What follows belongs to an exercise in optimizing a design on an open flow for small area, a short achievable clock period and few clock cycles; a production flow would make more cautious choices. Only simulation tests tie the RTL to the original design; equivalence was not proved. No activity file was given, so power comes from the tool's default toggle rates.

File: flow/design.v
module fb565_engine (
    input  wire        clk,
    input  wire        rst,          
    input  wire        cmd_valid,
    output wire        cmd_ready,
    input  wire [7:0]  cmd_op,
    input  wire [15:0] cmd_pos,      
    input  wire [31:0] cmd_rg,       
    input  wire [15:0] cmd_b,        
    input  wire [15:0] cmd_arg,
    output reg         rsp_valid,
    output reg  [2:0]  rsp_code,
    output reg  [3:0]  rsp_cause,
    output wire [23:0] rsp_data,
    output reg         rsp_flush,
    input  wire [5:0]  rd_idx,
    output wire [15:0] rd_data,
    output wire [1:0]  rot,
    output wire        lowlight,
    output wire [1:0]  lifecycle
);
    localparam OP_NOP      = 8'h00;
    localparam OP_INIT     = 8'h01;
    localparam OP_CLOSE    = 8'h02;
    localparam OP_SETROT   = 8'h03;
    localparam OP_SETLL    = 8'h04;
    localparam OP_SETPIX   = 8'h10;
    localparam OP_GETPIX   = 8'h11;
    localparam OP_FILL     = 8'h13;
    localparam OP_CLEAR    = 8'h14;
    localparam OP_FLIPH    = 8'h17;
    localparam OP_FLIPV    = 8'h18;
    localparam OP_PACK     = 8'h20;
    localparam OP_UNPACK   = 8'h21;
    localparam E_OK        = 3'd0;
    localparam E_VALID     = 3'd1;
    localparam E_STATE     = 3'd2;
    localparam E_ILLEGAL   = 3'd4;
    localparam C_POSITION  = 4'd1;
    localparam C_COLOR     = 4'd2;
    localparam C_ROTATION  = 4'd4;
    localparam C_RESERVED  = 4'd2;
    localparam L_UNINIT    = 2'd0;
    localparam L_READY     = 2'd1;
    localparam L_CLOSED    = 2'd2;
    reg [15:0] w  [0:63];      
    reg [1:0]  rot_q;
    reg        ll_q;
    reg [1:0]  life_q;
    reg        fx, fy;         
    reg [15:0] rp;             
    reg        ru;             
    function [15:0] scl;
        input [15:0] p;
        scl = {3'b0, p[15:14], 3'b0, p[10:8], 3'b0, p[4:3]};
    endfunction
    function [23:0] unpack;    
        input [15:0] p;
        unpack = {p[4:0], p[4:2], p[10:5], p[10:9], p[15:11], p[15:13]};
    endfunction
    wire       pos_ok   = (cmd_pos[7:3] == 5'd0) && (cmd_pos[15:11] == 5'd0);
    wire [2:0] pos_x    = cmd_pos[2:0];
    wire [2:0] pos_y    = cmd_pos[10:8];
    wire       col_ok   = (cmd_rg[15:8] == 8'd0) && (cmd_rg[31:24] == 8'd0) && (cmd_b[15:8] == 8'd0);
    wire [7:0] col_r    = cmd_rg[7:0];
    wire [7:0] col_g    = cmd_rg[23:16];
    wire [7:0] col_b    = cmd_b[7:0];
    wire [15:0] col_pk  = {col_r[7:3], col_g[7:2], col_b[7:3]};
    wire [15:0] col_word = ll_q ? scl(col_pk) : col_pk;
    wire       ready_st = (life_q == L_READY);
    wire [3:0] lcause   = {2'b00, life_q} + 4'd1;
    reg [2:0] ppx, ppy;
    always @* begin
        case (rot_q)
            2'd0: begin ppx = pos_x;        ppy = pos_y;        end
            2'd1: begin ppx = 3'd7 - pos_y; ppy = pos_x;        end
            2'd2: begin ppx = 3'd7 - pos_x; ppy = 3'd7 - pos_y; end
            default: begin ppx = pos_y;     ppy = 3'd7 - pos_x; end
        endcase
    end
    wire [5:0] pix_slot = {ppy ^ {3{fy}}, ppx ^ {3{fx}}};
    wire [5:0] rd_slot  = rd_idx ^ {{3{fy}}, {3{fx}}};
    function [15:0] rdport;
        input [7:0] rs, cs;
        input [1023:0] d;
        integer r, c;
        reg [15:0] row;
        begin
            rdport = 16'h0000;
            for (r = 0; r < 8; r = r + 1) begin
                row = 16'h0000;
                for (c = 0; c < 8; c = c + 1)
                    row = row | ({16{cs[c]}} & d[16*(8*r+c) +: 16]);
                rdport = rdport | ({16{rs[r]}} & row);
            end
        end
    endfunction
    function [7:0] onehot;
        input [2:0] a;
        onehot = 8'd1 << a;
    endfunction
    reg [1023:0] wflat;
    integer k2;
    always @* for (k2 = 0; k2 < 64; k2 = k2 + 1) wflat[16*k2 +: 16] = w[k2];
    wire [15:0] pix_word = rdport(onehot(pix_slot[5:3]), onehot(pix_slot[2:0]), wflat);
    assign rd_data   = rdport(onehot(rd_slot[5:3]), onehot(rd_slot[2:0]), wflat);
    assign cmd_ready = 1'b1;
    assign rot       = rot_q;
    assign lowlight  = ll_q;
    assign lifecycle = life_q;
    assign rsp_data  = ru ? unpack(rp) : {8'd0, rp};
    wire accept = cmd_valid && !rst;
    wire is_op_setpix = (cmd_op == OP_SETPIX);
    reg [2:0]  n_code;
    reg [3:0]  n_cause;
    reg        n_flush;
    reg [15:0] n_rp;
    reg        n_ru;
    reg        do_init, do_close, do_rot, do_ll, do_wr, do_fill, do_flip;
    reg [1:0]  n_rot;
    always @* begin
        n_code = E_OK; n_cause = 4'd0; n_flush = 1'b0; n_rp = 16'd0; n_ru = 1'b0;
        do_init = 1'b0; do_close = 1'b0; do_rot = 1'b0; do_ll = 1'b0;
        do_wr = 1'b0; do_fill = 1'b0; do_flip = 1'b0;
        n_rot = 2'd0;
        case (cmd_op)
        OP_NOP: ;
        OP_INIT:
            if (life_q != L_UNINIT) begin
                n_code = E_STATE; n_cause = lcause;
            end else
                do_init = 1'b1;
        OP_CLOSE:
            if (life_q == L_UNINIT) begin
                n_code = E_STATE; n_cause = lcause;
            end else
                do_close = 1'b1;
        OP_SETROT:
            if (!ready_st) begin
                n_code = E_STATE; n_cause = lcause;
            end else if (cmd_arg == 16'd0)   begin do_rot = 1'b1; n_rot = 2'd0; end
            else if (cmd_arg == 16'd90)      begin do_rot = 1'b1; n_rot = 2'd1; end
            else if (cmd_arg == 16'd180)     begin do_rot = 1'b1; n_rot = 2'd2; end
            else if (cmd_arg == 16'd270)     begin do_rot = 1'b1; n_rot = 2'd3; end
            else begin
                n_code = E_VALID; n_cause = C_ROTATION;
            end
        OP_SETLL:
            if (!ready_st) begin
                n_code = E_STATE; n_cause = lcause;
            end else
                do_ll = 1'b1;
        OP_SETPIX:
            if (!ready_st) begin
                n_code = E_STATE; n_cause = lcause;
            end else if (!pos_ok) begin
                n_code = E_VALID; n_cause = C_POSITION;
            end else if (!col_ok) begin
                n_code = E_VALID; n_cause = C_COLOR;
            end else begin
                do_wr = 1'b1; n_flush = 1'b1;
            end
        OP_GETPIX:
            if (!ready_st) begin
                n_code = E_STATE; n_cause = lcause;
            end else if (!pos_ok) begin
                n_code = E_VALID; n_cause = C_POSITION;
            end else begin
                n_rp = pix_word; n_ru = 1'b1;
            end
        OP_FILL, OP_CLEAR:
            if (!ready_st) begin
                n_code = E_STATE; n_cause = lcause;
            end else if (cmd_op == OP_FILL && !col_ok) begin
                n_code = E_VALID; n_cause = C_COLOR;
            end else begin
                do_fill = 1'b1; n_flush = 1'b1;
            end
        OP_FLIPH, OP_FLIPV:
            if (!ready_st) begin
                n_code = E_STATE; n_cause = lcause;
            end else begin
                do_flip = 1'b1; n_flush = 1'b1;
            end
        OP_PACK:
            if (!col_ok) begin
                n_code = E_VALID; n_cause = C_COLOR;
            end else
                n_rp = col_pk;
        OP_UNPACK: begin
            n_rp = cmd_arg; n_ru = 1'b1;
        end
        default: begin
            n_code = E_ILLEGAL; n_cause = C_RESERVED;
        end
        endcase
    end
    wire flip_x = (cmd_op == OP_FLIPH) ^ rot_q[0];
    wire scale  = accept && do_flip && ll_q;
    wire wr     = accept && do_wr;
    always @(posedge clk) begin
        if (rst) begin
            rot_q     <= 2'd0;
            ll_q      <= 1'b0;
            life_q    <= L_UNINIT;
            fx        <= 1'b0;
            fy        <= 1'b0;
            rsp_valid <= 1'b0;
            rsp_code  <= E_OK;
            rsp_cause <= 4'd0;
            rsp_flush <= 1'b0;
            rp        <= 16'd0;
            ru        <= 1'b0;
        end else begin
            rsp_valid <= accept;
            if (accept) begin
                rsp_code  <= n_code;
                rsp_cause <= n_cause;
                rsp_flush <= n_flush;
                rp        <= n_rp;
                ru        <= n_ru;
                if (do_init)  life_q <= L_READY;
                if (do_close) life_q <= L_CLOSED;
                if (do_rot)   rot_q  <= n_rot;
                if (do_ll)    ll_q   <= cmd_arg[0];
                if (do_flip) begin
                    if (flip_x) fx <= ~fx;
                    else        fy <= ~fy;
                end
            end
        end
    end
    wire [15:0] bus   = (rst || cmd_op == OP_CLEAR) ? 16'h0000 : col_word;
    wire        all   = rst || (accept && do_fill);
    wire [15:0] bus_z = scale ? 16'h0000 : bus;
    integer i;
    always @(posedge clk) begin
        for (i = 0; i < 64; i = i + 1) begin
            if (all || (wr && pix_slot == i[5:0]) || scale)
                w[i] <= {bus_z[15:13], scale ? w[i][15:14] : bus_z[12:11],
                         bus_z[10:8],  scale ? w[i][10:8]  : bus_z[7:5],
                         bus_z[4:2],   scale ? w[i][4:3]   : bus_z[1:0]};
        end
    end
endmodule
File: flow/run.sh
#!/bin/bash
# synth_recipe.tcl (not shown) runs the flow's synth.tcl, then flattens the netlist and writes it again
# the make line also repeats each setting of config.mk as NAME=value (left out here)
make -C /OpenROAD-flow-scripts/flow DESIGN_CONFIG=/design/flow/config.mk WORK_HOME=/design/flow/orfs CLKGATE_MAP_FILE= SYNTH_SCRIPT=/design/flow/synth_recipe.tcl finish
File: flow/config.mk
export PLATFORM = sky130hd
export DESIGN_NAME = fb565_engine
export DESIGN_NICKNAME = fb565_engine
export VERILOG_FILES = /design/flow/design.v
export SDC_FILE = /design/flow/constraint.sdc
export NUM_CORES = 4
export LEC_CHECK = 0
export CAP_MARGIN = 10
export CORE_MARGIN = 2
export CORE_UTILIZATION = 50
export CTS_BUF_LIST = sky130_fd_sc_hd__clkbuf_8
export PLACE_DENSITY = 0.65
export SETUP_SLACK_MARGIN = 3.5
export SLEW_MARGIN = 10
File: flow/constraint.sdc
create_clock -name core_clock -period 10.0 [get_ports {clk}]
set_input_delay 2.0000 -clock core_clock [delete_from_list [all_inputs] [get_ports {clk}]]
set_output_delay 2.0000 -clock core_clock [all_outputs]
set_load 0.01 [all_outputs]
==> metrics.md, run 1 <==
| Metric | Value |
|---|---|
| Worst-Skew Late Latency | `0.89 ns` |
| Pwr dens | `177.9 nW/um2` |
| Hold Path Cell Cnt | `2` |
| Mapped Avg Cell Area | `between 10 and 15 um2` |
| Syn Inst Count | `between 4000 and 5000` |
| # nets final | `4550` |
| Clk pwr share | `34.5%` |
| Routed Antenna Nets | `0` |
| RSZ-0062 raised after global routing | `true` |
| Hpwl dp | `approximately 120000 um` |
| Max Clock Freq | `0.1507 GHz` |
| Total congestion overflow | `0` |
| Cell internal pwr | `7326 uW` |
| P&R area growth vs syn | `14.93%` |
| Fin crit period | `6.637 ns` |
| Switching share of power | `28.27%` |
| Chip width | `320.1 um` |
| Status | `complete, but fails checks` |
| Gate power share | `11.8%` |
| Tot GR Track Use | `38.95%` |
| HP Class | `flip-flop to flip-flop` |
| Clock buffer depth | `3` |
| Worst Skew | `0.04619 ns` |
| Most used flip-flop cell after synthesis | `edfxtp_1` |
| GP Congestion | `1.011` |
| Vias in the first global route | `between 30000 and 40000` |
| DIE AREA | `102400 um2` |
| First-pass GRT wire length | `284200 um` |
| Final setup vio count | `0` |
| R2R Setup Slk | `4.44 ns` |
| Syn Std Cell Area | `around 50000 um2` |
| Clk sink count | `1056` |
| Ys async rst share | `0%` |
| CP top delay family | `simple AND/OR/NAND/NOR gates` |
| DRC Markers | `0` |
| Pin count of the biggest net entering global routing | `245` |
| Post-synth EDFFs | `1024` |
| Rows | `115` |
| Reg2reg path depth | `9` |
| Setup total negative slack | `0 ns` |
| FF+latch count, synth | `1056` |
| Post-synthesis sequential area ratio | `between 60% and 70%` |
| Final Max Slew Viols | `2` |
| Blocking Checks | `max-capacitance violations, max-slew violations` |
| Slew headroom | `-5.297%` |
| CTS Buf Count | `174` |
| Drt total wl | `205900 um` |
| Largest stage delay on the critical path | `0.51 ns` |
| # port buffers | `141` |
| Synth warn | `2` |
| Root buffer cell | `clkbuf_8` |
| Req. time, crit path | `8.00 ns` |
| Crit Path Class | `input pin to output pin` |
| Die H | `~320 um` |
| Post-DR wirelength/cell | `between 30 and 40 um` |
| GR met3 Demand/Resource | `approximately 16%` |
| Post-DR vias/cell | `between 7 and 8` |
| Worst setup margin | `3.363 ns` |
| Fraction of layout cells with a size suffix above 1 | `13.63%` |
| Post-layout util | `58.15%` |
| Synth unique cells | `68` |
| Fin Hold WS | `0.4770 ns` |
| CP max-delay cell | `nand4_1` |
| Initial antenna violation count | `7` |
| Initial drt markers | `9974` |
| Via count | `42650` |
| CTS tree | `yes` |
| Num ports | `152` |
| Syn_nets | `4407` |
| Buffers & Inverters on Critical Path | `4` |
| Critical R2R Launch | `rot_q[0]` |
| Total power | `10210 uW` |
| Final Cycle Share | `66.37%` |
| CP cell instances | `clkbuf_4, nand2b_4, buf_4, o22ai_4, buf_12, a22oi_1, nand4_1, a22oi_1, nand4_1, buf_2` |
| Max cap viols | `1` |
| Number of fill cells | `8061` |
| Worst flop-to-flop path endpoint | `rp[3]` |
| Worst slew pin tran | `1.540 ns` |
| Worst hold endpoint | `rsp_code[0]` |
| H-tree depth | `4` |
| # hold bufs at CTS | `0` |
| P_sw | `2888 uW` |
| Worst path depth | `10` |
| Core Region | `98710 um2` |
| Sequential share of power | `53.7%` |
| Met1 usage | `a little over 50%` |
| Dpl ws | `around 2.2 ns` |
| CP arrival | `4.64 ns` |
| Met2 Use GR | `53.17%` |
| CP max FO | `32` |
| Critical path capture point type | `output pin` |
| Hold Startpoint | `rsp_code[0]` |
| Gr busiest metal | `met2` |
| Clock-pin slew of the registers on the worst-case setup and hold paths | `0.06 ns` |
| DR pass1 iterations | `12` |
| Leak pwr | `0.01970 uW` |
| Initial core utilization | `50.60%` |
| Hold Violations, Final | `0` |
| Worst setup SP type | `input pin` |
| Peak VDD IR | `between 100 and 150 uV` |
[sequential cells by signal, indices dropped and copies added, names as in the netlist, 2 cells and up]
| register | count |
|---|---|
| life_q | 2 |
| rot_q | 2 |
| rp | 16 |
| rsp_cause | 3 |
| rsp_code | 3 |
| w | 1024 |
[what timing repair did]
action,CTS,global route
resized for setup,149,33
endpoints found under the hold margin,0,0
buffers inserted,20,6
gates cloned,8,2
pin swaps,60,29
setup endpoints to repair,16,51
[final cells by class]
cell class / instances / area, um2 / share of cell area, %
inverter: 16 / 60.06 / 0.1046
antenna: 7 / 17.52 / 0.03052
clock buffer: 174 / 2395 / 4.172
sequential: 1056 / 31390 / 54.69
clock inverter: 131 / 719.4 / 1.253
multi-input combinational: 2858 / 17680 / 30.80
timing repair buffer: 343 / 3531 / 6.151
tap: 1287 / 1610 / 2.805
[cells in the mapped netlist, drive strengths merged (3+ instances only)]
master   instances  area share (%)
nand2         1092             8.2
edfxtp        1024              62
a22oi          886              13
clkbuf         221             1.7
nand4          195             2.4
o21ai          184             1.8
buf            155             1.8
a222oi          93             1.9
nor2            52            0.39
a21oi           48            0.48
a41oi           47            0.82
dfxtp           32             1.3
and4            29            0.51
a31oi           24            0.30
a2111oi         18            0.38
and2            17            0.21
inv             16            0.12
o22ai           16            0.20
nor4            15            0.20
mux2            13            0.29
nand2b          13            0.16
or2             12            0.15
nor3            10            0.11
a221oi           9            0.17
xnor2            9            0.20
nand3b           7            0.11
nor2b            7           0.088
mux2i            6            0.12
a211oi           4           0.060
ha               4            0.10
or4              4           0.060
xor2             4           0.085
a211o            3           0.053
a41o             3           0.060
nand3            3           0.030
or3              3           0.038
or3b             3           0.053
[per-layer routing]
metal	routed length (um)	part of all wire, %	vias up
met5	200	0.097	-
met4	14190	6.9	10
met3	36930	18	777
met2	82940	40	4369
met1	71680	35	20160
li1	-	-	17330
[logic make-up (layout without fill, tap and decap cells)]
family,Yosys count,after routing,synth area share [%]
adder cells (fa/ha/maj),4,4,0.1002
buffers and inverters,392,664,3.623
AND/OR/NAND/NOR,1470,1470,12.90
flip-flops,1056,1056,62.85
XOR/XNOR,13,13,0.2806
other,2,9,0.01504
multiplexers,19,19,0.4134
AO/OA/AOI/OAI,1350,1350,19.82
[worst max-delay path by stage]
stage / from / endpoint / slack (ns)
2_1_floorplan: rd_idx[1] / rd_data[13] / 4.43
5_1_grt: rd_idx[0] / rd_data[10] / 3.45
3_3_place_gp: rd_idx[0] / rd_data[1] / 2.11
4_1_cts: rd_idx[0] / rd_data[9] / 3.47
6_report: rd_idx[0] / rd_data[4] / 3.36
3_5_place_dp: rd_idx[0] / rd_data[1] / 2.18
[worst min-delay path, cell delays in order, from the launching register on]
cell and delay (ns):
dfxtp_1 0.31, nand2b_1 0.07, a21oi_1 0.06
[placed cells by master (no fill, tap or decap), drive strengths merged, types with 32 or more instances in the layout]
master | netlist | final
dfxtp | 32 | 32
buf | 155 | 206
a41oi | 47 | 47
a222oi | 93 | 93
o21ai | 184 | 184
nand2 | 1092 | 1092
nor2 | 52 | 52
clkdlybuf4s50 | 0 | 122
inv | 16 | 79
clkinv | 0 | 63
a22oi | 886 | 886
edfxtp | 1024 | 1024
a21oi | 48 | 48
clkbuf | 221 | 182
nand4 | 195 | 195
[power groups by stage]
stage	sequential, uW	clock [uW]	combinational, uW
2_1_floorplan	5490	0	523
3_3_place_gp	5550	0	1070
3_5_place_dp	5560	0	1080
4_1_cts	5470	3520	1120
5_1_grt	5510	3710	1210
6_report	5490	3520	1210
[metrics by stage]
| stage | instance area, um2 | cells |
|---|---|---|
| after floorplan | 49940 | 4306 |
| after global placement | 53230 | 5523 |
| after detailed placement | 53230 | 5523 |
| after CTS | 57170 | 5856 |
| after global routing | 57390 | 5866 |
| final | 57400 | 5872 |
Testbench counts, summed over its fixed seeds: cycles 8,008.
==> inputs of run 2 (changes only) <==
--- a/flow/config.mk
+++ b/flow/config.mk
@@ -6,5 +6,5 @@
 export NUM_CORES = 4
 export LEC_CHECK = 0
-export CAP_MARGIN = 10
+export CAP_MARGIN = 20
 export CORE_MARGIN = 2
 export CORE_UTILIZATION = 50
@@ -12,3 +12,3 @@
 export PLACE_DENSITY = 0.65
 export SETUP_SLACK_MARGIN = 3.5
-export SLEW_MARGIN = 10
+export SLEW_MARGIN = 20
==> metrics.md, run 2 <==
| Metric | Value |
|---|---|
| Status | `timing/DRC/antenna clean` |
| Crit path top cell by count | `nand4_1` |
| Vias in the first global route | `38530 (+0.19%)` |
| Hpwl dp | `119900 um (+0.49%)` |
| Critical path capture point type | `output pin` |
| # port buffers | `141 (unchanged)` |
| Mapped Avg Cell Area | `11.60 um2 (unchanged)` |
| H-tree depth | `4 (unchanged)` |
| Leak pwr | `0.02012 uW (+2.1%)` |
| Syn Std Cell Area | `49940 um2 (unchanged)` |
| Max Clock Freq | `0.1512 GHz (+0.32%)` |
| Post-synthesis sequential area ratio | `62.85% (unchanged)` |
| Req. time, crit path | `8.00 ns (about the same)` |
| Via count | `43460 (+1.9%)` |
| # nets final | `4599 (+1.1%)` |
| Clock-pin slew of the registers on the worst-case setup and hold paths | `0.06 ns (about the same)` |
| DRC Markers | `0 (unchanged)` |
| HP Class | `flip-flop to flip-flop` |
| DIE AREA | `102400 um2 (unchanged)` |
| Hold Violations, Final | `0 (unchanged)` |
| Root buffer cell | `clkbuf_8` |
| Area leader, netlist | `edfxtp_1` |
| DP Cell Count | `5523 (unchanged)` |
| Buffers & Inverters on Critical Path | `5 (+1)` |
| Crit Path Class | `input pin to output pin` |
| Peak VDD IR | `104.6 uV (-3.8%)` |
| Worst slew pin tran | `1.296 ns (-0.2432 ns)` |
| Syn_nets | `4407 (unchanged)` |
| Num ports | `152 (unchanged)` |
| Synth cell count leaders | `nand2_1 (1092), edfxtp_1 (1024), a22oi_1 (886)` |
| Post-DR vias/cell | `7.328 (+0.90%)` |
| Final Cycle Share | `66.16% (-0.21 points)` |
| Largest register FFs | `1024 (unchanged)` |
| Ys async rst share | `0% (unchanged)` |
| Chip width | `320.1 um (unchanged)` |
| CP cell instances | `buf_6, or2_4, o22ai_4, buf_12, buf_4, clkbuf_16, a22oi_1, nand4_1, a22oi_2, nand4_1, buf_2` |
| Most common cell in the netlist | `nand2_1` |
| Final setup vio count | `0 (unchanged)` |
| Pwr dens | `177.8 nW/um2 (about the same)` |
| Synth top area share | `61.57% (unchanged)` |
| Routed Antenna Nets | `0 (unchanged)` |
| Area contributors post-synth | `edfxtp_1 (62%), a22oi_1 (13%), nand2_1 (8.2%)` |
| CTS Buf Count | `176 (+1.1%)` |
| Synth unique cells | `68 (unchanged)` |
| Max cap viols | `0 (-1)` |
| Fraction of layout cells with a size suffix above 1 | `15.02% (+1.4 points)` |
| Pin count of the biggest net entering global routing | `245 (unchanged)` |
| Largest stage delay on the critical path | `0.39 ns (-0.12 ns)` |
| P&R area growth vs syn | `16.74%` |
| CP top delay family | `buffers and inverters` |
| Most common cell after layout, fill and taps aside | `nand2_1` |
| Worst setup SP type | `input pin` |
| Most frequent cells in the layout | `nand2_1 (1083), edfxtp_1 (1024), a22oi_1 (844)` |
| CP arrival | `4.62 ns (-0.02 ns)` |
| CTS tree | `yes` |
| Clock buffer depth | `3 (unchanged)` |
| CP max-delay cell | `nand4_1` |
| Initial core utilization | `50.60% (unchanged)` |
| Initial antenna violation count | `13 (+6)` |
| Post-DR wirelength/cell | `35.84 um (+2.2%)` |
| Initial drt markers | `10480 (+5.1%)` |
| First-pass GRT wire length | `286500 um (+0.79%)` |
| Final Max Slew Viols | `0 (-2)` |
| Die H | `320.1 um (unchanged)` |
| Largest Register | `w` |
| Fin crit period | `6.616 ns (-0.02096 ns)` |
| Worst Skew | `0.04422 ns (-0.001965 ns)` |
| CP max FO | `15 (-53%)` |
| Slew headroom | `11.33% (+17 points)` |
| Synth warn | `2 (unchanged)` |
| Total congestion overflow | `0 (unchanged)` |
| Most used flip-flop cell after synthesis | `edfxtp_1` |
| GP Congestion | `1.011 (unchanged)` |
| Rows | `115 (unchanged)` |
| Post-Layout Cell Count | `5930 (+0.99%)` |
| Syn Inst Count | `4306 (unchanged)` |
| Drt total wl | `212500 um (+3.2%)` |
| Setup total negative slack | `0 ns (unchanged)` |
| Tot GR Track Use | `39.28% (+0.33 points)` |
| FF+latch count, synth | `1056 (unchanged)` |
| RSZ-0062 raised after global routing | `true` |
| Core Region | `98710 um2 (unchanged)` |
| DR pass1 iterations | `10 (-2)` |
| Biggest regs | `w (1024), rp (16)` |
| Clk sink count | `1056 (unchanged)` |
| Worst-Skew Late Latency | `0.90 ns (about the same)` |
| Post-synth EDFFs | `1024 (unchanged)` |
==> run 2: cell counts after synthesis <==
Identical to the previous run, type by type.
==> run 2: routing by layer <==
layer	GRT usage, %	share of wire (%)	vias up
met4	24.08	7.4	8
met2	53.30	40	4504
met1	51.54	34	20690
li1	-	-	17450
met3	17.10	18	801
met5	0.4255	0.047	-
==> run 2: worst paths after layout <==
kind	startpoint	end	slack (ns)	cells after the start
worst max-delay path	rd_idx[1]	rd_data[11]	3.38	11
worst min register to register	rsp_code[0]	rsp_code[0]	0.47	2
worst max register to register	rot_q[0]	rp[12]	4.47	10
worst min-delay path	rsp_code[0]	rsp_code[0]	0.47	2
==> run 2: layout make-up <==
type	count	area [um2]
multi-input combinational	2858	17820
sequential	1056	31390
clock inverter	139	753.2
clock buffer	181	2491
antenna	3	7.507
timing repair buffer	390	4174
tap	1287	1610
fill	7993	40400
inverter	16	60.06
==> run 2: kinds of logic (layout without fill, tap and decap cells) <==
kind of cell,Yosys count,after routing,synth area share (%)
simple gates,1470,1470,12.90
compound gates,1350,1350,19.82
flops,1056,1056,62.85
buf+inv,392,726,3.623
mux,19,19,0.4134
xor+xnor,13,13,0.2806
fa+ha+maj,4,4,0.1002
other cells,2,5,0.01504
==> run 2: repair_timing <==
action                     4_1_cts  5_1_grt
pin swaps                       65       52
cloned                          10        9
hold buffers                     0        0
setup endpoints to repair       16       32
buffers inserted                22       41
gates resized for setup        136       74
==> run 2: worst register-to-register path: stages (launching register included) <==
cell       delay (ns)
dfxtp_1          0.75
or3b_1           0.55
a2111oi_4        0.34
buf_4            0.46
or2_4            0.58
buf_4            0.54
a22oi_1          0.19
a41oi_1          0.96
a2111oi_0        0.36
a31oi_1          0.57
a211o_1          0.17
==> run 2: metrics by stage <==
| stage | power [uW] | worst slack [ns] | area [um2] | hold WS (ns) | utilization [%] |
|---|---|---|---|---|---|
| final | 10370 | 3.384 | 58300 | 0.4743 | 59.07 |
| after CTS | 10200 | 3.485 | 57410 | 0.4782 | 58.17 |
| after floorplan | 6017 | 4.432 | 49940 | 0.4485 | - |
| after detailed placement | 6636 | 2.176 | 53240 | 0.4686 | 53.94 |
| after global routing | 10570 | 3.451 | 58300 | 0.5030 | 59.06 |
| after global placement | 6618 | 2.109 | 53230 | 0.4595 | 53.92 |
==> run 2: power breakdown <==
group | total [uW] | switching (uW) | internal (uW)
clock | 3620 | 1830 | 1800
combinational | 1250 | 895 | 357
sequential | 5490 | 234 | 5260
==> inputs of run 3 (changes only) <==
--- a/flow/config.mk
+++ b/flow/config.mk
@@ -9,6 +9,8 @@
 export CORE_MARGIN = 2
 export CORE_UTILIZATION = 50
-export CTS_BUF_LIST = sky130_fd_sc_hd__clkbuf_8
+export CTS_BUF_LIST = sky130_fd_sc_hd__clkbuf_16
+export CTS_CLUSTER_DIAMETER = 80
+export CTS_CLUSTER_SIZE = 20
 export PLACE_DENSITY = 0.65
-export SETUP_SLACK_MARGIN = 3.5
+export SETUP_SLACK_MARGIN = 4.5
 export SLEW_MARGIN = 20
==> metrics.md, run 3 <==
| Metric | Value |
|---|---|
| FF+latch count, synth | `1056 (unchanged)` |
| Pin count of the biggest net entering global routing | `212 (-13%)` |
| Biggest regs | `w (1024), rp (16)` |
| Num ports | `152 (unchanged)` |
| Max cap viols | `0 (unchanged)` |
| Crit path top cell by count | `buf_12` |
| RSZ-0062 raised after global routing | `true` |
| Area contributors post-synth | `edfxtp_1 (62%), a22oi_1 (13%), nand2_1 (8.2%)` |
| Syn Std Cell Area | `49940 um2 (unchanged)` |
| Initial core utilization | `50.60% (unchanged)` |
| Post-DR wirelength/cell | `37.45 um (+4.5%)` |
| CP cell instances | `buf_12, or2_4, o22ai_4, buf_12, buf_12, buf_16, a22oi_2, nand4_1, a22oi_2, nand4_1, buf_2` |
| Pwr dens | `161.7 nW/um2 (-9.0%)` |
| Total power | `9380 uW (-9.5%)` |
| Status | `timing/DRC/antenna clean` |
| Routed Antenna Nets | `0 (unchanged)` |
| # nets final | `4521 (-1.7%)` |
| Largest family of logic cells by synthesized area | `compound AO/OA/AOI/OAI gates` |
| Rows | `115 (unchanged)` |
| Most used flip-flop cell after synthesis | `edfxtp_1` |
| Worst slew pin tran | `1.230 ns (-0.06615 ns)` |
| Synth top area share | `61.57% (unchanged)` |
| P&R area growth vs syn | `16.13%` |
| DR pass1 iterations | `7 (-3)` |
| # port buffers | `141 (unchanged)` |
| Req. time, crit path | `8.00 ns (about the same)` |
| Hpwl dp | `122400 um (+2.0%)` |
| Syn Inst Count | `4306 (unchanged)` |
| Largest stage delay on the critical path | `0.67 ns (+0.28 ns)` |
| Synth warn | `2 (unchanged)` |
| XOR/XNOR share of the synthesized area | `0.2806% (unchanged)` |
| Post-DR vias/cell | `7.489 (+2.2%)` |
| Syn_nets | `4407 (unchanged)` |
| R2R Setup Slk | `5.30 ns (+0.83 ns)` |
| Max Clock Freq | `0.1529 GHz (+1.1%)` |
| Largest Register | `w` |
| Setup total negative slack | `0 ns (unchanged)` |
| CTS Buf Count | `61 (-65%)` |
| Hold Startpoint | `rp[12]` |
| CTS tree | `yes` |
| DRC Markers | `0 (unchanged)` |
| Synth Area in Compound Gates | `19.82% (unchanged)` |
| Most common cell after layout, fill and taps aside | `nand2_1` |
| Critical path capture point type | `output pin` |
| Worst hold endpoint | `rp[12]` |
| Clock buffer depth | `3 (unchanged)` |
| First-pass GRT wire length | `289500 um (+1.1%)` |
| CP max FO | `8 (-7)` |
| Drt total wl | `214600 um (+0.96%)` |
| CP arrival | `4.54 ns (-0.08 ns)` |
| Area leader, netlist | `edfxtp_1` |
| Crit Path Class | `input pin to output pin` |
| Post-synthesis mux area share | `0.4134% (unchanged)` |
| Tot GR Track Use | `39.71% (+0.43 points)` |
| Vias in the first global route | `38580 (+0.13%)` |
| Slew headroom | `17.89% (+6.6 points)` |
| Clock-pin slew of the registers on the worst-case setup and hold paths | `0.08 ns (+0.02 ns)` |
| Initial drt markers | `10470 (-0.16%)` |
| Final setup vio count | `0 (unchanged)` |
| DIE AREA | `102400 um2 (unchanged)` |
| H-tree depth | `2 (-2)` |
| # hold bufs at CTS | `0 (unchanged)` |
| Clk sink count | `1056 (unchanged)` |
| Leak pwr | `0.01958 uW (-2.7%)` |
| Peak VDD IR | `164.4 uV (+57%)` |
| Critical R2R Launch | `fx` |
| Fraction of layout cells with a size suffix above 1 | `14.89% (-0.13 points)` |
| Most common cell in the netlist | `nand2_1` |
| Worst Skew | `0.05430 ns (+0.01008 ns)` |
| Root buffer cell | `clkbuf_16` |
| Hold Violations, Final | `0 (unchanged)` |
| Worst-Skew Late Latency | `0.75 ns (-0.15 ns)` |
| Post-synthesis sequential area ratio | `62.85% (unchanged)` |
| Hold Path Cell Cnt | `1 (-1)` |
| Worst setup SP type | `input pin` |
| Fin crit period | `6.541 ns (-0.07459 ns)` |
| Die H | `320.1 um (unchanged)` |
| HP Class | `flip-flop to flip-flop` |
| Synth Area in Adders | `0.1002% (unchanged)` |
| Synth cell count leaders | `nand2_1 (1092), edfxtp_1 (1024), a22oi_1 (886)` |
| Synth Area in Simple Gates | `12.90% (unchanged)` |
| Total congestion overflow | `0 (unchanged)` |
| GP Congestion | `1.035 (+2.4%)` |
| Chip width | `320.1 um (unchanged)` |
| Final Cycle Share | `65.41% (-0.75 points)` |
| CP max-delay cell | `a22oi_2` |
| Via count | `42910 (-1.2%)` |
| Reg2reg path depth | `9 (-1)` |
| Mapped Avg Cell Area | `11.60 um2 (unchanged)` |
| Final Max Slew Viols | `0 (unchanged)` |
| Post-synth EDFFs | `1024 (unchanged)` |
| Largest register FFs | `1024 (unchanged)` |
| Core Region | `98710 um2 (unchanged)` |
| Initial antenna violation count | `14 (+1)` |
| Ys async rst share | `0% (unchanged)` |
| Worst flop-to-flop path endpoint | `rp[2]` |
| Most frequent cells in the layout | `nand2_1 (1082), edfxtp_1 (1024), a22oi_1 (798)` |
| Synth unique cells | `68 (unchanged)` |
==> run 3: cell counts after synthesis <==
Identical to the previous run, type by type.
==> run 3: worst max-delay path by stage <==
stage                     startpoint          to  slack (ns)
after floorplan            rd_idx[0]  rd_data[7]        4.50
after global placement     rd_idx[1]  rd_data[4]        2.09
after detailed placement   rd_idx[0]  rd_data[4]        2.08
after CTS                  rd_idx[2]  rd_data[4]        3.71
after global routing       rd_idx[0]  rd_data[4]        3.56
final                      rd_idx[0]  rd_data[4]        3.46
==> run 3: critical path: cells and delay by family <==
family	cells	cell delay, ns
compound gates	3	0.91
buf+inv	5	0.79
simple gates	3	0.81
==> run 3: kinds of logic (layout without fill, tap and decap cells) <==
kind of cell,after synthesis,after routing
other,2,5
and+or+nand+nor,1470,1477
DFF,1056,1056
xor gates and xnor gates,13,13
muxes,19,19
AOI/OAI and AO/OA,1350,1350
buffers and inverters,392,519
adders and majority gates,4,4
==> run 3: routing by layer <==
metal,share of wire (%),global-route usage [%]
met4,7.7,24.14
met2,40,55.17
met3,19,15.75
met5,0.097,1.087
met1,34,52.01
==> run 3: cell type report <==
| cell class | count | area [um2] |
|---|---|---|
| fill | 7830 | 40710 |
| sequential | 1056 | 31390 |
| multi-input combinational | 2865 | 18400 |
| timing repair buffer | 420 | 4852 |
| tap | 1287 | 1610 |
| clock buffer | 61 | 1526 |
| clock inverter | 22 | 155.1 |
| inverter | 16 | 60.06 |
| antenna | 3 | 7.507 |
==> run 3: what timing repair did <==
action / in CTS / in global routing
endpoints found under the setup margin: 685 / 399
pin swaps: 106 / 84
cloned: 15 / 18
buffers inserted: 56 / 29
hold endpoints to repair: 0 / 0
resized for setup: 283 / 86
==> run 3: stage by stage <==
| step | hold slack (ns) | instances | util [%] | setup WS (ns) | area (um2) |
|---|---|---|---|---|---|
| after floorplan | 0.4485 | 4306 | - | 4.499 | 49970 |
| after global placement | 0.4619 | 5523 | 53.98 | 2.092 | 53280 |
| after detailed placement | 0.4693 | 5525 | 54.01 | 2.081 | 53320 |
| after CTS | 0.4893 | 5679 | 57.58 | 3.707 | 56840 |
| after global routing | 0.5124 | 5727 | 58.75 | 3.564 | 57990 |
| final | 0.4855 | 5730 | 58.76 | 3.459 | 58000 |
==> run 3: power by group <==
group | switching, uW | internal (uW) | leakage, uW
Clock | 1470 | 1110 | 0.000864
Sequential | 238 | 5250 | 0.0101
Combinational | 935 | 381 | 0.00858
==> inputs of run 4 (changes only) <==
--- a/flow/config.mk
+++ b/flow/config.mk
@@ -13,4 +13,4 @@
 export CTS_CLUSTER_SIZE = 20
 export PLACE_DENSITY = 0.65
-export SETUP_SLACK_MARGIN = 4.5
+export SETUP_SLACK_MARGIN = 5.0
 export SLEW_MARGIN = 20
==> metrics.md, run 4 <==
| Metric | Value |
|---|---|
| Status | `timing/DRC/antenna clean` |
| Synth unique cells | `68 (unchanged)` |
| Peak VDD IR | `140.4 uV (-15%)` |
| Most used flip-flop cell after synthesis | `edfxtp_1` |
| Final Cycle Share | `67.61% (+2.2 points)` |
| Vias in the first global route | `39280 (+1.8%)` |
| Critical R2R Launch | `fx` |
| CP arrival | `4.76 ns (+0.22 ns)` |
| DIE AREA | `102400 um2 (unchanged)` |
| Req. time, crit path | `8.00 ns (about the same)` |
| DR pass1 iterations | `14 (+7)` |
| Synth warn | `2 (unchanged)` |
| Rows | `115 (unchanged)` |
| Worst slew pin tran | `1.214 ns (-0.01611 ns)` |
| Fraction of layout cells with a size suffix above 1 | `19.55% (+4.7 points)` |
| Biggest regs | `w (1024), rp (16)` |
| Gate power share | `15.2% (+1.2 points)` |
| Most common cell after layout, fill and taps aside | `nand2_1` |
| Largest Register | `w` |
| HP Class | `flip-flop to flip-flop` |
| Post-synthesis sequential area ratio | `62.85% (unchanged)` |
| First-pass GRT wire length | `308000 um (+6.4%)` |
| Ys async rst share | `0% (unchanged)` |
| # nets final | `4675 (+3.4%)` |
| Switching share of power | `28.32% (+0.099 points)` |
| Hold Startpoint | `rsp_code[0]` |
| Max Clock Freq | `0.1479 GHz (-3.3%)` |
| Die H | `320.1 um (unchanged)` |
| P_sw | `2674 uW (+1.0%)` |
| DRC Markers | `0 (unchanged)` |
| Fin crit period | `6.761 ns (+0.2205 ns)` |
| Post-DR vias/cell | `7.631 (+1.9%)` |
| Leak pwr | `0.02079 uW (+6.2%)` |
| Via count | `44920 (+4.7%)` |
| CTS Buf Count | `59 (-3.3%)` |
| Sequential share of power | `58.1% (-0.4 points)` |
| Clock-pin slew of the registers on the worst-case setup and hold paths | `0.09 ns (about the same)` |
| H-tree depth | `2 (unchanged)` |
| Cell internal pwr | `6768 uW (+0.52%)` |
| Worst setup SP type | `input pin` |
| CTS tree | `yes` |
| Clk pwr share | `26.7% (-0.8 points)` |
| Chip width | `320.1 um (unchanged)` |
| Highest metal used | `met5` |
| Most frequent cells in the layout | `nand2_1 (1074), edfxtp_1 (1024), a22oi_1 (767)` |
| Slew headroom | `18.96% (+1.1 points)` |
| Tot GR Track Use | `42.96% (+3.2 points)` |
| Syn Inst Count | `4306 (unchanged)` |
| CP max FO | `6 (-2)` |
| Num ports | `152 (unchanged)` |
| Initial antenna violation count | `14 (unchanged)` |
| Total congestion overflow | `0 (unchanged)` |
| Most common cell in the netlist | `nand2_1` |
| # port buffers | `141 (unchanged)` |
| Post-synth EDFFs | `1024 (unchanged)` |
| M1 wire length | `75430 um (+4.6%)` |
| Synth cell count leaders | `nand2_1 (1092), edfxtp_1 (1024), a22oi_1 (886)` |
| Synth top area share | `61.57% (unchanged)` |
| Initial core utilization | `50.60% (unchanged)` |
| Pin count of the biggest net entering global routing | `209 (-1.4%)` |
| Hold Violations, Final | `0 (unchanged)` |
| Met2 Routed Length | `90460 um (+5.4%)` |
| Core Region | `98710 um2 (unchanged)` |
| Wire length on met3 | `46130 um (+16%)` |
| Area leader, netlist | `edfxtp_1` |
| Hpwl dp | `118200 um (-3.4%)` |
| Routed Antenna Nets | `0 (unchanged)` |
| Clk sink count | `1056 (unchanged)` |
| Crit Path Class | `input pin to output pin` |
| Syn Std Cell Area | `49940 um2 (unchanged)` |
| Critical path capture point type | `output pin` |
| Root buffer cell | `clkbuf_16` |
| Final setup vio count | `0 (unchanged)` |
| Drt total wl | `233400 um (+8.8%)` |
| Largest register FFs | `1024 (unchanged)` |
| Initial drt markers | `11380 (+8.8%)` |
| Worst Skew | `0.03008 ns (-0.02422 ns)` |
| GP Congestion | `1.015 (-2.0%)` |
| Worst-Skew Late Latency | `0.72 ns (-0.03 ns)` |
| Max cap viols | `0 (unchanged)` |
| FF+latch count, synth | `1056 (unchanged)` |
| Setup total negative slack | `0 ns (unchanged)` |
| RSZ-0062 raised after global routing | `true` |
| Clock buffer depth | `3 (unchanged)` |
| Syn_nets | `4407 (unchanged)` |
| Post-DR wirelength/cell | `39.65 um (+5.9%)` |
| P&R area growth vs syn | `21.65%` |
| Mapped Avg Cell Area | `11.60 um2 (unchanged)` |
| Pwr dens | `155.4 nW/um2 (-3.9%)` |
| Final Max Slew Viols | `0 (unchanged)` |
| Post-layout util | `61.55% (+2.8 points)` |
| Worst setup path startpoint | `rd_idx[2]` |
| R2R Setup Slk | `5.00 ns (-0.30 ns)` |
| Area contributors post-synth | `edfxtp_1 (62%), a22oi_1 (13%), nand2_1 (8.2%)` |
[run 4: cell counts after synthesis]
Identical to the previous run, type by type.
[run 4: repair_timing]
item | in CTS | in global routing
hold buffers | 0 | 0
setup endpoints to repair | 1352 | 1167
resized for setup | 404 | 135
setup buffers | 138 | 80
pin swaps | 138 | 107
cloned | 54 | 16
[run 4: cell families (layout without fill, tap and decap cells)]
group                      Yosys count  after routing  share of synthesized area (%)
other                                2             13                        0.01504
buffers and inverters              392            664                          3.623
xor gates and xnor gates            13             13                         0.2806
AOI/OAI and AO/OA                 1350           1353                          19.82
muxes                               19             19                         0.4134
DFF                               1056           1056                          62.85
and+or+nand+nor                   1470           1478                          12.90
adders and majority gates            4              4                         0.1002
[run 4: worst max-delay path: stages]
cell and delay, ns:
buf_8 0.09, or2_4 0.19, o22ai_4 0.11, buf_6 0.13, buf_8 0.14, buf_16 0.16
a22oi_2 0.16, nand4_1 0.35, a22oi_2 0.69, nand4_1 0.43, buf_2 0.27
[run 4: power by group through the flow]
| stage | Clock (uW) | Sequential [uW] | Combinational [uW] |
|---|---|---|---|
| 4_1_cts | 2470 | 5460 | 1270 |
| 2_1_floorplan | 0 | 5490 | 555 |
| 6_report | 2520 | 5490 | 1440 |
| 3_5_place_dp | 0 | 5550 | 1080 |
| 5_1_grt | 2630 | 5510 | 1420 |
| 3_3_place_gp | 0 | 5540 | 1070 |
[run 4: routing by layer]
metal | global-route usage, % | vias up
met3 | 21.08 | 1148
met5 | 2.884 | -
met1 | 55.15 | 21310
li1 | - | 17540
met4 | 26.54 | 27
met2 | 57.52 | 4896
[run 4: cell type report]
class                           instances  area, um2
Fill cell                            7625      37950
Sequential cell                      1056      31390
Multi-Input combinational cell       2869      19000
Timing Repair Buffer                  572       7077
Tap cell                             1287       1610
Clock buffer                           60       1501
Clock inverter                         16      93.84
Inverter                               16      60.06
Antenna cell                           11      27.53
[run 4: worst paths after layout]
check,to,depth (start not counted)
hold reg to reg,rsp_code[0],2
hold / removal,rsp_code[0],2
setup / recovery,rd_data[12],11
setup reg to reg,rp[10],11
[run 4: through the flow]
stage / hold slack, ns / power, uW / cell area, um2 / std cells / worst slack [ns]
3_5_place_dp: 0.4747 / 6631 / 53260 / 5512 / 2.063
5_1_grt: 0.5022 / 9557 / 60740 / 5879 / 3.412
6_report: 0.4840 / 9442 / 60760 / 5887 / 3.239
4_1_cts: 0.4891 / 9196 / 59150 / 5780 / 3.714
3_3_place_gp: 0.4627 / 6613 / 53250 / 5512 / 2.086
2_1_floorplan: 0.4485 / 6046 / 50940 / 4306 / 4.676
==> inputs of run 5 (changes only) <==
--- a/flow/config.mk
+++ b/flow/config.mk
@@ -10,7 +10,7 @@
 export CORE_UTILIZATION = 50
 export CTS_BUF_LIST = sky130_fd_sc_hd__clkbuf_16
-export CTS_CLUSTER_DIAMETER = 80
-export CTS_CLUSTER_SIZE = 20
+export CTS_CLUSTER_DIAMETER = 90
+export CTS_CLUSTER_SIZE = 24
 export PLACE_DENSITY = 0.65
-export SETUP_SLACK_MARGIN = 5.0
+export SETUP_SLACK_MARGIN = 4.5
 export SLEW_MARGIN = 20
==> metrics.md, run 5 <==
| Metric | Value |
|---|---|
| Req. time, crit path | `8.00 ns (about the same)` |
| Post-DR vias/cell | `7.516 (-1.5%)` |
| CP arrival | `4.60 ns (-0.16 ns)` |
| Tot GR Track Use | `39.88% (-3.1 points)` |
| Synth top area share | `61.57% (unchanged)` |
| H-tree depth | `2 (unchanged)` |
| Final Cycle Share | `66.00% (-1.6 points)` |
| Worst Skew | `0.05976 ns (+0.02968 ns)` |
| P&R area growth vs syn | `15.55%` |
| DRC Markers | `0 (unchanged)` |
| Post-synth EDFFs | `1024 (unchanged)` |
| Fin crit period | `6.600 ns (-0.1617 ns)` |
| Initial drt markers | `10400 (-8.6%)` |
| Critical path capture point type | `output pin` |
| Die H | `320.1 um (unchanged)` |
| FF+latch count, synth | `1056 (unchanged)` |
| Largest register FFs | `1024 (unchanged)` |
| Pwr dens | `158.6 nW/um2 (+2.1%)` |
| DIE AREA | `102400 um2 (unchanged)` |
| Max Clock Freq | `0.1515 GHz (+2.5%)` |
| Fin Hold WS | `0.4900 ns (+0.005976 ns)` |
| Most common cell in the netlist | `nand2_1` |
| Post-Layout Cell Count | `5704 (-3.1%)` |
| Fraction of layout cells with a size suffix above 1 | `14.71% (-4.8 points)` |
| Worst-Skew Late Latency | `0.73 ns (about the same)` |
| Synth cell count leaders | `nand2_1 (1092), edfxtp_1 (1024), a22oi_1 (886)` |
| Largest Register | `w` |
| Slew headroom | `18.82% (-0.15 points)` |
| Worst slew pin tran | `1.205 ns (-0.009239 ns)` |
| Largest family of logic cells by synthesized area | `compound AO/OA/AOI/OAI gates` |
| Final setup vio count | `0 (unchanged)` |
| Chip width | `320.1 um (unchanged)` |
| Syn Inst Count | `4306 (unchanged)` |
| Total congestion overflow | `0 (unchanged)` |
| # port buffers | `141 (unchanged)` |
| GP Congestion | `1.035 (+2.0%)` |
| Initial antenna violation count | `15 (+1)` |
| Clk sink count | `1056 (unchanged)` |
| Mapped Avg Cell Area | `11.60 um2 (unchanged)` |
| CTS tree | `yes` |
| DR pass1 iterations | `10 (-4)` |
| Final Max Slew Viols | `0 (unchanged)` |
| CTS Buf Count | `51 (-14%)` |
| Crit Path Class | `input pin to output pin` |
| Status | `timing/DRC/antenna clean` |
| Num ports | `152 (unchanged)` |
| Post-synthesis sequential area ratio | `62.85% (unchanged)` |
| Vias in the first global route | `38160 (-2.9%)` |
| DP Cell Count | `5525 (+0.24%)` |
| Biggest regs | `w (1024), rp (16)` |
| Setup total negative slack | `0 ns (unchanged)` |
| Clock buffer depth | `3 (unchanged)` |
| Leak pwr | `0.01935 uW (-6.9%)` |
| Core Region | `98710 um2 (unchanged)` |
| Max cap viols | `0 (unchanged)` |
| Initial core utilization | `50.60% (unchanged)` |
| Syn_nets | `4407 (unchanged)` |
| Most common cell after layout, fill and taps aside | `nand2_1` |
| Synth Area in Simple Gates | `12.90% (unchanged)` |
| Synth warn | `2 (unchanged)` |
| Rows | `115 (unchanged)` |
| Most frequent cells in the layout | `nand2_1 (1082), edfxtp_1 (1024), a22oi_1 (796)` |
| Synth Area in Compound Gates | `19.82% (unchanged)` |
| RSZ-0062 raised after global routing | `true` |
| Hpwl dp | `122400 um (+3.5%)` |
| Synth unique cells | `68 (unchanged)` |
| Most used flip-flop cell after synthesis | `edfxtp_1` |
| DP Area | `53320 um2 (+0.10%)` |
| Area contributors post-synth | `edfxtp_1 (62%), a22oi_1 (13%), nand2_1 (8.2%)` |
| Post-synthesis mux area share | `0.4134% (unchanged)` |
| Syn Std Cell Area | `49940 um2 (unchanged)` |
| Worst setup SP type | `input pin` |
| Via count | `42870 (-4.6%)` |
| Area leader, netlist | `edfxtp_1` |
| # hold bufs at CTS | `0 (unchanged)` |
| Hold Violations, Final | `0 (unchanged)` |
| Routed Antenna Nets | `0 (unchanged)` |
| Ys async rst share | `0% (unchanged)` |
| CP max FO | `11 (+5)` |
| First-pass GRT wire length | `290200 um (-5.8%)` |
| Post-DR wirelength/cell | `37.62 um (-5.1%)` |
| Total power | `9153 uW (-3.1%)` |
| # nets final | `4503 (-3.7%)` |
| Clock-pin slew of the registers on the worst-case setup and hold paths | `0.10 ns (about the same)` |
| Pin count of the biggest net entering global routing | `212 (+1.4%)` |
| Synth Area in Adders | `0.1002% (unchanged)` |
| Drt total wl | `214600 um (-8.1%)` |
| Peak VDD IR | `148.3 uV (+5.6%)` |
| HP Class | `flip-flop to flip-flop` |
| Finished Cell Area | `57710 um2 (-5.0%)` |
| XOR/XNOR share of the synthesized area | `0.2806% (unchanged)` |
| Root buffer cell | `clkbuf_16` |
run 5: layout make-up:
cell class | instances | area [um2]
Timing Repair Buffer | 412 | 4795
Clock buffer | 52 | 1301
Sequential cell | 1056 | 31390
Multi-Input combinational cell | 2865 | 18450
Clock inverter | 10 | 92.59
Inverter | 16 | 60.06
Tap cell | 1287 | 1610
Fill cell | 7869 | 41000
Antenna cell | 6 | 15.01
run 5: path summary, 6_finish.rpt:
| check | startpoint | to | slack [ns] | cells past startpoint |
|---|---|---|---|---|
| setup reg to reg | fx | rp[7] | 5.27 | 10 |
| hold / removal | rp[12] | rp[12] | 0.49 | 1 |
| hold reg to reg | rp[12] | rp[12] | 0.49 | 1 |
| setup / recovery | rd_idx[0] | rd_data[4] | 3.40 | 11 |
run 5: per-layer routing:
metal	routed length (um)	global-route usage, %	vias to the layer above
met1	72120	52.36	20420
met5	103	0	-
li1	-	-	17160
met3	39580	16.29	830
met2	86520	55.48	4457
met4	16260	23.24	11
run 5: kinds of logic (layout without fill, tap and decap cells):
family,Yosys count,count (layout)
AO/OA/AOI/OAI,1350,1350
other,2,8
multiplexers,19,19
XOR/XNOR,13,13
adder cells (fa/ha/maj),4,4
flip-flops,1056,1056
AND/OR/NAND/NOR,1470,1477
buffers and inverters,392,490
run 5: timing repair:
item / 4_1_cts / 5_1_grt
resized for setup: 304 / 73
setup buffers: 51 / 23
gates cloned: 23 / 13
pin swaps: 116 / 80
endpoints found under the setup margin: 717 / 386
run 5: per-stage QoR:
step                      util, %  worst slack, ns
final                       58.47            3.400
after global routing        58.45            3.542
after CTS                   57.54            3.693
after detailed placement    54.01            2.081
after global placement      53.98            2.092
after floorplan                 -            4.499
run 5: power breakdown:
group	internal, uW	total, uW	switching, uW	leakage (uW)
clock	946	2350	1410	0.000678
combinational	381	1320	938	0.00854
sequential	5240	5480	238	0.0101
run 5: worst max-delay path: stages:
cell and delay [ns]:
buf_12 0.09, or2_4 0.17, buf_6 0.12, o22ai_4 0.06, buf_12 0.19, bufbuf_16 0.31
a22oi_2 0.12, nand4_1 0.34, a22oi_2 0.65, nand4_1 0.29, buf_2 0.22

==> what the ideal ports hide <==
No port has a modelled driver above. Below, the same layouts with a new extraction and two added sets of constraints.
Step 1, drivers: a clkbuf_16 drives clk and a buf_2 each remaining input, both assumed.
Step 2 moves the port delays by t, midway between the first and last clock arrival at a register: inputs arrive t later, outputs are due t later. That takes back most of the time a late clock gives input paths.
Three values: ideal, step 1, step 2; two values: the first two.
run | t, ns | slack for setup (ns) | worst data-port slew with drivers (ns)
run 1 | 0.943 | 3.363 / 3.323 / 2.611 | 0.06
run 2 | 0.940 | 3.384 / 3.329 / 2.659 | 0.06
run 3 | 0.795 | 3.459 / 3.388 / 3.388 | 0.07
run 4 | 0.776 | 3.239 / 3.165 / 3.165 | 0.07
run 5 | 0.774 | 3.400 / 3.319 / 3.319 | 0.08
The setup slack of run 1, which loses most, moves by -0.040 ns with the drivers and by -0.752 ns with both steps.
